Background: an optimization exercise with open tools, aiming at small area, a short achievable clock period and few clock cycles. Do not read the settings as production practice.
Where RTL was checked, it was by simulation tests only, not by an equivalence proof against the original.
Power and IR drop assume default switching activity.

JK:
==> flow/design.v (excerpt) <==
module c2b_rx (
    input  wire       clk,
    input  wire       rst,           
    input  wire       rx_valid,
    input  wire [8:0] rx_word,
    output wire       rx_ready,
    output wire       out_valid,
    output wire [7:0] out_data,
    output wire       out_sof,
    output wire       out_eof,
    output wire       err_crc,
    output wire       err_overrun
);
    localparam integer K  = 13;           
    localparam integer D  = 20;           
    localparam integer R  = K * D;        
    localparam integer IW = 4;            
    localparam integer PW = 5;            
    function [15:0] crc_byte;
        input [15:0] crc;
        input [7:0]  b;
        integer i;
        reg [15:0] c;
        begin
            c = crc ^ {b, 8'h00};
            for (i = 0; i < 8; i = i + 1)
                c = c[15] ? ((c << 1) ^ 16'h1021) : (c << 1);
            crc_byte = c;
        end
    endfunction
    reg  [7:0]   ring [0:R-1];
    wire [K-1:0] wen;            
    reg  [7:0]   pw;             
    genvar gi;
    generate
        for (gi = 0; gi < R; gi = gi + 1) begin : g_ring
            if ((gi % D) == 1) begin : g_tap
                always @(posedge clk)
                    ring[gi] <= wen[gi / D] ? pw : ring[gi - 1];
            end else begin : g_pass
                always @(posedge clk)
                    ring[gi] <= ring[(gi + R - 1) % R];
            end
        end
    endgenerate
    reg        rst_q;
    reg        ready_r;
    reg        ovr_r, crc_r;     
    reg        open;             
    reg  [1:0] hcnt;             
    reg  [8:0] rem;              
    reg        nl;               
    reg        r2;               
    reg        pv;               
    reg        k_t;              
    reg        k_c;              
    reg        k_g;              
    reg        k_bad;            
    reg        k_m;              
    reg        k_d;              
    reg [15:0] crc;              
    reg        at;               
    reg        ac;               
    reg        fire;             
    reg [IW-1:0] ti, ci, hi;     
    reg [PW-1:0] tp, cp, hp;     
    reg  [8:0] occ;              
    reg  [8:0] avail;            
  ...
Size in the first run: roughly 3200 cells after synthesis, about 2200 flip-flops, about 26 I/O pins, ~51000 sq um of cells after synthesis.
clock: 9.0 ns
lec_check: 0
cap_margin: 20
core_margin: 2
core_utilization: 65
cts_cluster_diameter: 60
cts_cluster_size: 28
place_density: 0.75
slew_margin: 20
standard.sh (not shown) runs the stock make flow with config.mk's settings and CLKGATE_MAP_FILE= SYNTH_SCRIPT=/design/flow/synth_recipe.tcl, a recipe that flattens the netlist after the stock synthesis.
==> flow/flow/run.sh <==
#!/bin/bash
# Standard layout (the standard.sh: ORFS synthesis through finish), with
# the port buffers made of plain buffers instead of the delay cells that
# buffer_ports picks by default, timing repair aimed 6 ns below the clock
# period, and clock tree synthesis without dummy loads.
set -euo pipefail
export BUFFER_PORTS_ARGS="-buffer_cell sky130_fd_sc_hd__buf_4"
export SETUP_SLACK_MARGIN=6
export CTS_ARGS="-sink_clustering_enable -repair_clock_nets -sink_clustering_size 28 -sink_clustering_max_diameter 60 -dont_use_dummy_load"
bash standard.sh > standard.log 2>&1
The following lists how MS was set up differently from JK:
-- flow/design.v --
<<< JK, line 156
                end else if (hcnt == 2'd2) begin
                    hcnt <= 2'd3;
                    rem  <= {1'b0, b} + 9'd2;
                    r2   <= (b == 8'd0);
                end else begin
                    rem  <= rem - 9'd1;
                    nl   <= r2;
                    r2   <= (rem == 9'd3);
                end
            end
>>> MS, line 156
                end else if (hcnt == 2'd2) begin
                    hcnt <= 2'd3;
                    rem  <= {1'b0, b};
                    r2   <= (b == 8'd0);
                end else begin
                    rem  <= rem - 9'd1;
                    nl   <= r2;
                    r2   <= (rem == 9'd1);
                end
            end
<<< JK, line 169
        od_r  <= tap_rd;
        sof_r <= fire & (ohdr == 2'd0);
        eof_r <= fire & (ohdr == 2'd3) & (orem == 9'd1);
        ov_r  <= fire & ~rst & ~rst_q;
        if (fire) begin
            if (ohdr == 2'd2) begin
                orem <= {1'b0, tap_rd} + 9'd2;
            end else begin
                orem <= orem - 9'd1;
>>> MS, line 169
        od_r  <= tap_rd;
        sof_r <= fire & (ohdr == 2'd0);
        eof_r <= fire & (ohdr == 2'd3) & (&orem);
        ov_r  <= fire & ~rst & ~rst_q;
        if (fire) begin
            if (ohdr == 2'd2) begin
                orem <= {1'b0, tap_rd};
            end else begin
                orem <= orem - 9'd1;
<<< JK, line 205
            sp    <= (n_occ <= R - 1);
            sp2   <= (n_occ <= R - 2);
            if (fire & ((ohdr != 2'd3) | (orem == 9'd1)))
                ohdr <= ohdr + 2'd1;
        end
>>> MS, line 205
            sp    <= (n_occ <= R - 1);
            sp2   <= (n_occ <= R - 2);
            if (fire & ((ohdr != 2'd3) | (&orem)))
                ohdr <= ohdr + 2'd1;
        end
## What came out
- [compare] base=JK new=MS: overall power essentially unchanged; fraction of area in registers saw an increase.
- On minimum period implied by the final worst setup slack, MS does better than JK.
- Re area enclosed by the die boundary: MS is 0.46% down on JK.
- MS reached the end of the flow, and the finished layout is clean on the timing, design-rule and antenna checks.
- JK → MS: net count of the finished layout shows a reduction of 46; fraction of area in multi-input gates shows a reduction of 0.56 points.
Testbench counts of MS, summed over its fixed seeds: cycles 65,954.
No functional check of the RTL was part of JK.

==> static timing again, ports no longer ideal <==
The flow's constraints put no driver on any port. The routed layouts listed below were extracted and timed again, unchanged, in two steps.
Step 1 (the two cells are an assumption about what drives the block):
set clk [get_ports {clk}]
set_driving_cell -lib_cell sky130_fd_sc_hd__clkbuf_16 $clk
set_driving_cell -lib_cell sky130_fd_sc_hd__buf_2 [delete_from_list [all_inputs] $clk]
Step 2 moves the port delays by t, midway between the first and last clock arrival at a register: inputs arrive t later, outputs are due t later. That takes back most of the time a late clock gives input paths.
Slacks: ideal / step 1 / step 2; pairs: ideal / step 1.
run	t (ns)	setup WS [ns]	latest minus earliest clock arrival (ns)
JK	0.698	6.008 / 5.941 / 5.652	0.111 / 0.110
MS	0.700	6.038 / 5.974 / 5.671	0.101 / 0.101
After both steps setup and hold are still met in every run listed. The setup slack of MS, which loses most, moves by -0.064 ns with the drivers and by -0.367 ns with both steps.
